Background: an optimization exercise with open tools, aiming at small area, a short achievable clock period and few clock cycles. Do not read the settings as production practice.
RTL that was checked went through simulation tests only; none was proved equivalent to the original.

==> 06-02 <==
==> flow/design.v (excerpt) <==
module picoweb_engine (
    input  wire        clk,
    input  wire        rst,
    input  wire        cmd_valid,
    output wire        cmd_ready,
    input  wire [1:0]  cmd_op,       
    input  wire [7:0]  cmd_type,     
    input  wire [7:0]  cmd_ctx,      
    input  wire [15:0] cmd_len,      
    input  wire [15:0] cmd_addr,     
    input  wire [5:0]  rx_len,       
    output wire [4:0]  rx_addr,
    input  wire [7:0]  rx_data,
    output wire [15:0] pay_addr,
    input  wire [7:0]  pay_data,
    output wire        tx_valid,
    output wire [7:0]  tx_data,
    output wire        ev_valid,
    output wire [1:0]  ev_kind,      
    output wire [7:0]  ev_type,
    output wire [7:0]  ev_ctx,
    output wire [7:0]  ev_data,
    output wire        rsp_valid,
    output wire [2:0]  rsp_status
);
export LEC_CHECK = 0
export CAP_MARGIN = 20
export CORE_MARGIN = 2
export CORE_UTILIZATION = 60
export SLEW_MARGIN = 20
create_clock -name core_clock -period 10.0 [get_ports {clk}]
standard.sh (not shown) runs the stock make flow with config.mk's settings and CLKGATE_MAP_FILE= SYNTH_SCRIPT=/design/flow/synth_recipe.tcl, a recipe that flattens the netlist after the stock synthesis.
==> flow/flow/run.sh <==
#!/bin/bash
# Standard ORFS layout of the design (the standard.sh, its constraint.sdc
# unchanged), with these changes to how the layout is made:
#  - repair_timing aims for extra setup slack (SETUP_SLACK_MARGIN),
#  - the port buffers are buf_2 cells (repair may resize them),
#  - clock tree synthesis inserts no dummy loads, and clusters more sinks per buffer.
set -euo pipefail
export SETUP_SLACK_MARGIN=${MARGIN:-6.7}
export BUFFER_PORTS_ARGS="-buffer_cell sky130_fd_sc_hd__buf_2"
export CTS_ARGS="-sink_clustering_enable -repair_clock_nets -dont_use_dummy_load -sink_clustering_size ${CTS_SIZE:-25} -sink_clustering_max_diameter ${CTS_DIAM:-110}"
bash standard.sh finish > flow_finish.log 2>&1
==> 01-24: changes against 06-02 <==
--- a/flow/design.v
+++ b/flow/design.v
@@ -85,17 +85,18 @@
     wire in_rd  = (st == S_RD);
     wire in_dec = (st == S_DEC);
     wire in_pay = (st == S_PAY);
     wire in_tx  = (st == S_TX);
     wire in_fls = (st == S_FLS);
     wire accept = rdy && cmd_valid;
     wire rd_last = in_rd && raddr >= 5'd4 && {1'b0, raddr} + 6'd1 == f_len;
     wire [15:0] h_rem = q_len[0];
-    wire [4:0]  h_k   = (h_rem > 16'd24) ? 5'd24 : h_rem[4:0];
+    reg  [4:0]  h_k;
+    reg         h_nz;
     wire        ok      = (acc == 8'd0);
     wire        own     = f_type[0];
     wire        is_noop = syn || (!own && ok && f_kc == 3'd0);
     reg [2:0] act;
     reg [1:0] est_n;
     reg       rec, mark, body, pop;
     always @(*) begin
         act   = A_NONE;
@@ -118,17 +119,17 @@
             case (f_kc)
             3'd1: rec = 1'b1;
             3'd2: mark = 1'b1;
             3'd3: begin
                 case (estate)
                 E_IDLE:    act = A_NOOP;
                 E_AWAIT:   est_n = E_SENDING;
                 E_SENDING: begin
-                    if (h_rem != 16'd0)
+                    if (h_nz)
                         act = A_DATA;
                     else begin
                         act   = A_END;
                         pop   = 1'b1;
                         est_n = E_IDLE;
                     end
                 end
                 default: ;
@@ -331,24 +332,31 @@
                 rspv     <= 1'b0;
                 rdy      <= 1'b1;
                 st       <= S_IDLE;
                 flushing <= 1'b0;
             end
         end
     end
     wire q_sh = in_dec && pop;
+    wire [15:0] qlen0_d = rdy ? cmd_len : in_pay ? h_rem - {11'd0, h_k} : q_len[1];
+    always @(posedge clk) begin
+        if ((rdy && q_n == 3'd0) || q_sh || pay_last) begin
+            h_k  <= (qlen0_d > 16'd24) ? 5'd24 : qlen0_d[4:0];
+            h_nz <= (qlen0_d != 16'd0);
+        end
+    end
     always @(posedge clk) begin
         for (i = 0; i < 3; i = i + 1) begin
             if ((rdy && q_n == i) || q_sh) begin
                 q_type[i] <= rdy ? cmd_type[7:1] : q_type[i+1];
                 q_ctx[i]  <= rdy ? cmd_ctx       : q_ctx[i+1];
             end
             if ((rdy && q_n == i) || q_sh || (i == 0 && pay_last)) begin
-                q_len[i]  <= rdy ? cmd_len  : (i == 0 && in_pay) ? h_rem - {11'd0, h_k} : q_len[i+1];
+                q_len[i]  <= (i == 0) ? qlen0_d : rdy ? cmd_len : q_len[i+1];
                 q_addr[i] <= rdy ? cmd_addr : (i == 0 && in_pay) ? paddr + 16'd1        : q_addr[i+1];
             end
         end
         if (rdy && q_n == 3'd3) begin
             q_type[3] <= cmd_type[7:1];
             q_ctx[3]  <= cmd_ctx;
             q_len[3]  <= cmd_len;
             q_addr[3] <= cmd_addr;
==> flow/flow/run.sh (replaced) <==
#!/bin/bash
# Standard ORFS layout of the design (the standard.sh, its constraint.sdc
# unchanged), with these changes to how the layout is made:
#  - repair_timing aims for extra setup slack (SETUP_SLACK_MARGIN),
#  - the port buffers are buf_2 cells (repair may resize them),
#  - clock tree synthesis inserts no dummy loads, and clusters more sinks per buffer.
set -euo pipefail
export SETUP_SLACK_MARGIN=${MARGIN:-6.8}
export BUFFER_PORTS_ARGS="-buffer_cell sky130_fd_sc_hd__buf_2"
export CTS_ARGS="-sink_clustering_enable -repair_clock_nets -dont_use_dummy_load -sink_clustering_size ${CTS_SIZE:-20} -sink_clustering_max_diameter ${CTS_DIAM:-100}"
bash standard.sh finish > flow_finish.log 2>&1
==> 05-27: changes against 06-02 <==
--- a/flow/design.v
+++ b/flow/design.v
@@ -50,26 +50,25 @@
     reg        flp;              
     reg        pingld;           
     reg [6:0]  q_type [0:3];
     reg [7:0]  q_ctx  [0:3];
     reg [15:0] q_len  [0:3];
     reg [15:0] q_addr [0:3];
     reg [7:0]  pp [0:3];
     reg [2:0]  d_code;           
-    reg [7:0]  d_seq, d_ctx;
-    reg [7:0]  d_cks;            
+    reg [7:0]  d_seq, d_ctx, d_cks;
     reg [7:0]  d_b0;             
     reg [7:0]  txd;
     reg [4:0]  tpos;             
     reg [15:0] paddr;
     reg [4:0]  raddr;
     reg        syn;              
     reg [7:0]  acc;              
-    reg [7:0]  f_type, f_ctx;    
+    reg [7:0]  f_type, f_seq, f_ctx;
     reg [5:0]  f_len;            
     reg [2:0]  f_kc;             
     reg [1:0]  stat;             
     reg [1:0]  evk;
     integer i;
     assign cmd_ready  = rdy;
     assign rx_addr    = raddr;
     assign pay_addr   = paddr;
@@ -83,17 +82,16 @@
     assign rsp_valid  = rspv;
     assign rsp_status = {stat, 1'b0};
     wire in_rd  = (st == S_RD);
     wire in_dec = (st == S_DEC);
     wire in_pay = (st == S_PAY);
     wire in_tx  = (st == S_TX);
     wire in_fls = (st == S_FLS);
     wire accept = rdy && cmd_valid;
-    wire rd_last = in_rd && raddr >= 5'd4 && {1'b0, raddr} + 6'd1 == f_len;
     wire [15:0] h_rem = q_len[0];
     wire [4:0]  h_k   = (h_rem > 16'd24) ? 5'd24 : h_rem[4:0];
     wire        ok      = (acc == 8'd0);
     wire        own     = f_type[0];
     wire        is_noop = syn || (!own && ok && f_kc == 3'd0);
     reg [2:0] act;
     reg [1:0] est_n;
     reg       rec, mark, body, pop;
@@ -154,63 +152,65 @@
             if (pp_n > i && pp[i] == f_ctx) pp_hit = 1'b1;
     end
     wire pp_rec = in_dec && rec && !pp_hit && pp_n != 3'd4;
     wire pay_last  = in_pay && (tpos == 5'd0);
     wire more_pong = (pp_n != 3'd0) && (in_fls || (in_tx && tpos == 5'd31 && flushing));
     wire ld_dec    = in_dec && act != A_NONE && act != A_DATA && act != A_RESEND;
     wire ld        = ld_dec || more_pong || pay_last;     
     wire ld_d      = ld || pingld;                         
+    wire [7:0] cks_ack   = 8'h0F ^ f_seq ^ f_ctx;
+    wire [7:0] cks_rej   = f_seq ^ f_ctx ^ f_type;
+    wire [7:0] cks_start = h_seq ^ q_ctx[0] ^ {q_type[0], 1'b1} ^ h_rem[15:8] ^ h_rem[7:0];
+    wire [7:0] cks_end   = 8'h05 ^ h_seq ^ q_ctx[0];
+    wire [7:0] cks_pong  = 8'h0D ^ pp[0];
     reg [2:0] n_code;
-    reg [7:0] n_seq, n_ctx, n_b0;
+    reg [7:0] n_seq, n_ctx, n_b0, n_cks;
     always @(*) begin
-        n_code = 3'd0; n_seq = 8'd0; n_ctx = 8'd0; n_b0 = 8'd0;
-        if (pingld) n_code = 3'd1;                           
+        n_code = 3'd0; n_seq = 8'd0; n_ctx = 8'd0; n_cks = 8'h09; n_b0 = 8'd0;
+        if (pingld) begin n_code = 3'd1; n_cks = 8'h0B; end  
         else case (st)
         S_PAY: begin                                         
             n_code = 3'd7; n_seq = h_seq; n_ctx = q_ctx[0]; n_b0 = {3'd0, h_k};
+            n_cks = acc ^ pay_data;
         end
         S_DEC: begin
             case (act)
             A_ACK: begin
-                n_code = 3'd3; n_seq = rx_data; n_ctx = f_ctx;
+                n_code = 3'd3; n_seq = f_seq; n_ctx = f_ctx; n_cks = cks_ack;
             end
             A_REJ: begin
-                n_code = 3'd4; n_seq = rx_data; n_ctx = f_ctx; n_b0 = f_type;
+                n_code = 3'd4; n_seq = f_seq; n_ctx = f_ctx; n_b0 = f_type; n_cks = cks_rej;
             end
             A_START: begin
-                n_code = 3'd5; n_seq = h_seq; n_ctx = q_ctx[0];
+                n_code = 3'd5; n_seq = h_seq; n_ctx = q_ctx[0]; n_cks = cks_start;
             end
             A_END: begin
-                n_code = 3'd6; n_seq = h_seq; n_ctx = q_ctx[0];
+                n_code = 3'd6; n_seq = h_seq; n_ctx = q_ctx[0]; n_cks = cks_end;
             end
             default: ;                                       
             endcase
         end
-        default: begin n_code = 3'd2; n_ctx = pp[0]; end     
+        default: begin n_code = 3'd2; n_ctx = pp[0]; n_cks = cks_pong; end  
         endcase
     end
     wire [7:0] n_tbyte = (n_code == 3'd7) ? {q_type[0], 1'b1} : {4'd0, n_code, 1'b1};
     wire [7:0] d_tbyte = (d_code == 3'd7) ? {q_type[0], 1'b1} : {4'd0, d_code, 1'b1};
     wire [4:0] d_blen  = (d_code == 3'd7) ? d_b0[4:0] :
                          (d_code == 3'd4) ? 5'd1 : (d_code == 3'd5) ? 5'd3 : 5'd0;
-    wire [7:0] d_lbyte = 8'd8 + {3'd0, d_blen};
-    wire [7:0] d_bodyx = (d_code == 3'd7) ? d_cks :
-                         (d_code == 3'd4) ? d_b0 :
-                         (d_code == 3'd5) ? ({q_type[0], 1'b1} ^ h_rem[15:8] ^ h_rem[7:0]) : 8'd0;
-    wire [7:0] d_cksum = d_tbyte ^ d_seq ^ d_ctx ^ d_lbyte ^ d_bodyx;
+    wire [7:0] data_hx = {q_type[0], 1'b1} ^ h_seq ^ q_ctx[0] ^ (8'd8 + {3'd0, h_k});
     wire [4:0] nx    = tpos + 5'd1;
     wire [4:0] nj    = nx - 5'd8;
     reg  [7:0] nbyte;
     always @(*) begin
         case (nx)
         5'd1: nbyte = d_seq;
         5'd2: nbyte = d_ctx;
-        5'd3: nbyte = d_lbyte;
-        5'd4: nbyte = d_cksum;
+        5'd3: nbyte = 8'd8 + {3'd0, d_blen};
+        5'd4: nbyte = d_cks;
         5'd5, 5'd6, 5'd7: nbyte = 8'd0;
         default: begin
             if (nj >= d_blen)
                 nbyte = 8'd0;
             else if (d_code == 3'd7)
                 nbyte = pay_data;
             else if (d_code == 3'd4)
                 nbyte = d_b0;
@@ -278,17 +278,17 @@
                         st         <= S_TX;
                     end
                     endcase
                 end
             end
             S_RD: begin
                 if (raddr == 5'd0 && (syn || rx_data[0]))
                     st <= S_DEC;
-                else if (rd_last)
+                else if (raddr >= 5'd4 && {1'b0, raddr} + 6'd1 == f_len)
                     st <= S_DEC;
             end
             S_DEC: begin
                 estate   <= est_n;
                 flushing <= flush;
                 flp      <= flush;
                 bodyon   <= body;
                 if (pop) begin
@@ -355,33 +355,25 @@
         end
     end
     always @(posedge clk) begin
         for (i = 0; i < 4; i = i + 1)
             if ((pp_rec && pp_n == i) || (more_pong && i < 3))
                 pp[i] <= in_dec ? f_ctx : pp[(i + 1) % 4];
     end
     always @(posedge clk) begin
-        if (pay_last)
-            d_cks <= acc ^ pay_data;
         if (ld_d) begin
-            d_code <= n_code; d_seq <= n_seq; d_ctx <= n_ctx; d_b0 <= n_b0;
+            d_code <= n_code; d_seq <= n_seq; d_ctx <= n_ctx; d_cks <= n_cks; d_b0 <= n_b0;
         end
     end
-    wire [4:0] raddr_inc = raddr + 5'd1;
-    wire [4:0] raddr_n   = (st == S_IDLE) ? 5'd3 :
-                           (st == S_DEC)  ? 5'd8 :
-                           rd_last        ? 5'd1 :
-                           (st == S_RD && raddr == 5'd3) ? 5'd0 :
-                           (st == S_RD && raddr == 5'd2) ? 5'd4 : raddr_inc;
-    always @(posedge clk) raddr <= raddr_n;
     always @(posedge clk) begin
         if (bodyon) begin
             evk   <= 2'd0;
             acc   <= rx_data;
+            raddr <= raddr + 5'd1;
         end
         if (flp && !in_dec) begin
             evk    <= 2'd2;
             acc    <= 8'd0;
             f_type <= 8'd0;
             f_ctx  <= 8'd0;
         end
         if (ld) begin
@@ -397,45 +389,56 @@
                 paddr <= q_addr[0] - {11'd0, d_b0[4:0]};
             else
                 paddr <= paddr + 16'd1;
         end
         case (st)
         S_IDLE: begin
             txd   <= 8'h03;              
             tpos  <= 5'd0;
+            raddr <= 5'd3;
             acc   <= 8'd0;
             f_len <= (rx_len > 6'd32) ? 6'd32 : rx_len;
             syn   <= (rx_len < 6'd8);
             stat  <= (cmd_op != OP_SUBMIT)    ? 2'd0 :
                      (cmd_type[7:1] < 7'd7)   ? 2'd1 :
                      (q_n == 3'd4)            ? 2'd2 : 2'd0;
         end
         S_RD: begin
             acc <= acc ^ rx_data;
             case (raddr)
             5'd0: f_type <= rx_data;
-            5'd1: f_kc <= (f_type[7:1] < 7'd7) ? f_type[3:1] : 3'd7;
+            5'd1: begin
+                f_seq <= rx_data;
+                f_kc  <= (f_type[7:1] < 7'd7) ? f_type[3:1] : 3'd7;
+            end
             5'd2: f_ctx <= rx_data;
             5'd3: begin
                 f_len <= rx_data[5:0];
                 syn   <= (rx_data < 8'd8) || (rx_data > {2'b00, f_len});
             end
             default: ;
             endcase
+            if (raddr == 5'd3)
+                raddr <= 5'd0;
+            else if (raddr == 5'd2)
+                raddr <= 5'd4;
+            else
+                raddr <= raddr + 5'd1;
         end
         S_DEC: begin
+            raddr <= 5'd8;
             if (mark) begin
                 evk <= 2'd1;
                 acc <= MARKER;
             end
             if (act == A_DATA) begin
                 paddr <= q_addr[0];
                 tpos  <= h_k - 5'd1;
-                acc   <= 8'd0;
+                acc   <= data_hx;
             end
         end
         S_PAY: begin
             acc   <= acc ^ pay_data;
             paddr <= paddr + 16'd1;
             if (!pay_last) tpos <= tpos - 5'd1;
         end
         default: ;
==> flow/flow/run.sh (replaced) <==
#!/bin/bash
# Standard ORFS layout of the design (the standard.sh, its constraint.sdc
# unchanged), with these changes to how the layout is made:
#  - repair_timing aims for extra setup slack (SETUP_SLACK_MARGIN),
#  - the port buffers are buf_2 cells (repair may resize them),
#  - clock tree synthesis inserts no dummy loads.
set -euo pipefail
export SETUP_SLACK_MARGIN=${MARGIN:-7.0}
export BUFFER_PORTS_ARGS="-buffer_cell sky130_fd_sc_hd__buf_2"
export CTS_ARGS="-sink_clustering_enable -repair_clock_nets -dont_use_dummy_load"
bash standard.sh finish > flow_finish.log 2>&1
==> qor.csv <==
metric;value;unit
multi_input_area_share;0.4176;
synth_area_leaders;edfxtp_1, dfxtp_1, o21ai_0, nand2_1, ha_1;
swShare;0.4063;
cp_data_required_time;10.31;ns
gp_congestion;0.9559;
use_met3;0.03517;
synthTopCellsByCount;edfxtp_1, nand2_1, o21ai_0;
final_common_cell;edfxtp_1;
status;timing/DRC/antenna clean;
min_from;evk[1];
routedLengthMet1;24680;um
dr_wl_met2;25570;um
cp.arrival;3.61;ns
power_switching;2.239;mW
cp_top_family;simple AND/OR/NAND/NOR gates;
worstSetupEndpoint;h_k[4];
the above is filed under 01-24

==> qor.csv <==
metric;value;unit
use_met3;0.06283;
cp_top_family;flip-flops;
synthTopCellsByCount;nand2_1, edfxtp_1, o21ai_0;
cp_data_required_time;8.00;ns
worstSetupEndpoint;ev_type[0];
final_common_cell;nand2_1;
multi_input_area_share;0.4210;
status;timing/DRC/antenna clean;
gp_congestion;0.9599;
min_from;evk[1];
the above is filed under 06-02

==> qor.csv <==
metric;value;unit
synth_area_leaders;edfxtp_1, dfxtp_1, o21ai_0, nand2_1, xnor2_1;
multi_input_area_share;0.3968;
cp_top_family;flip-flops;
use_met3;0.07899;
cp_data_required_time;8.00;ns
bufAreaShareNonClock;0.09288;
min_from;evk[0];
routedLengthMet1;27200;um
final_common_cell;edfxtp_1;
status;timing/DRC/antenna clean;
synthTopCellsByCount;edfxtp_1, nand2_1, o21ai_0;
gp_congestion;1.007;
power_switching;2.455;mW
swShare;0.3901;
the above is filed under 05-27

Testbench counts of 06-02, summed over its fixed seeds: cycles 105,091.
Testbench counts of 05-27, summed over its fixed seeds: cycles 105,091.
Function not checked in 01-24: the RTL went through the layout flow alone.

## what the ideal ports hide
Ports are ideal in the flow. The routed layouts listed here were re-timed in OpenROAD.
Step 1 (the two cells are an assumption about what drives the block):
set clk [get_ports {clk}]
set_driving_cell -lib_cell sky130_fd_sc_hd__clkbuf_16 $clk
set_driving_cell -lib_cell sky130_fd_sc_hd__buf_2 [delete_from_list [all_inputs] $clk]
Step 2 times the ports against the registers' clock, not the clock port: input delays grow and output delays shrink by t, the midpoint of the rising clock arrivals with the driver on.
Slacks: no drivers / after step 1 / after step 2; pairs: no drivers / after step 1.
| run | shift t [ns] | setup WS [ns] | cell pins on the clock port's net |
|---|---|---|---|
| 06-02 | 0.567 | 6.722 / 6.669 / 6.247 | 1 |
| 01-24 | 0.581 | 6.704 / 6.719 / 6.138 | 1 |
| 05-27 | 0.580 | 6.923 / 6.866 / 6.439 | 1 |
After both steps every run listed still meets setup and hold. For 01-24, which loses most, drivers alone change the setup slack by +0.015 ns; drivers and shift together by -0.566 ns.
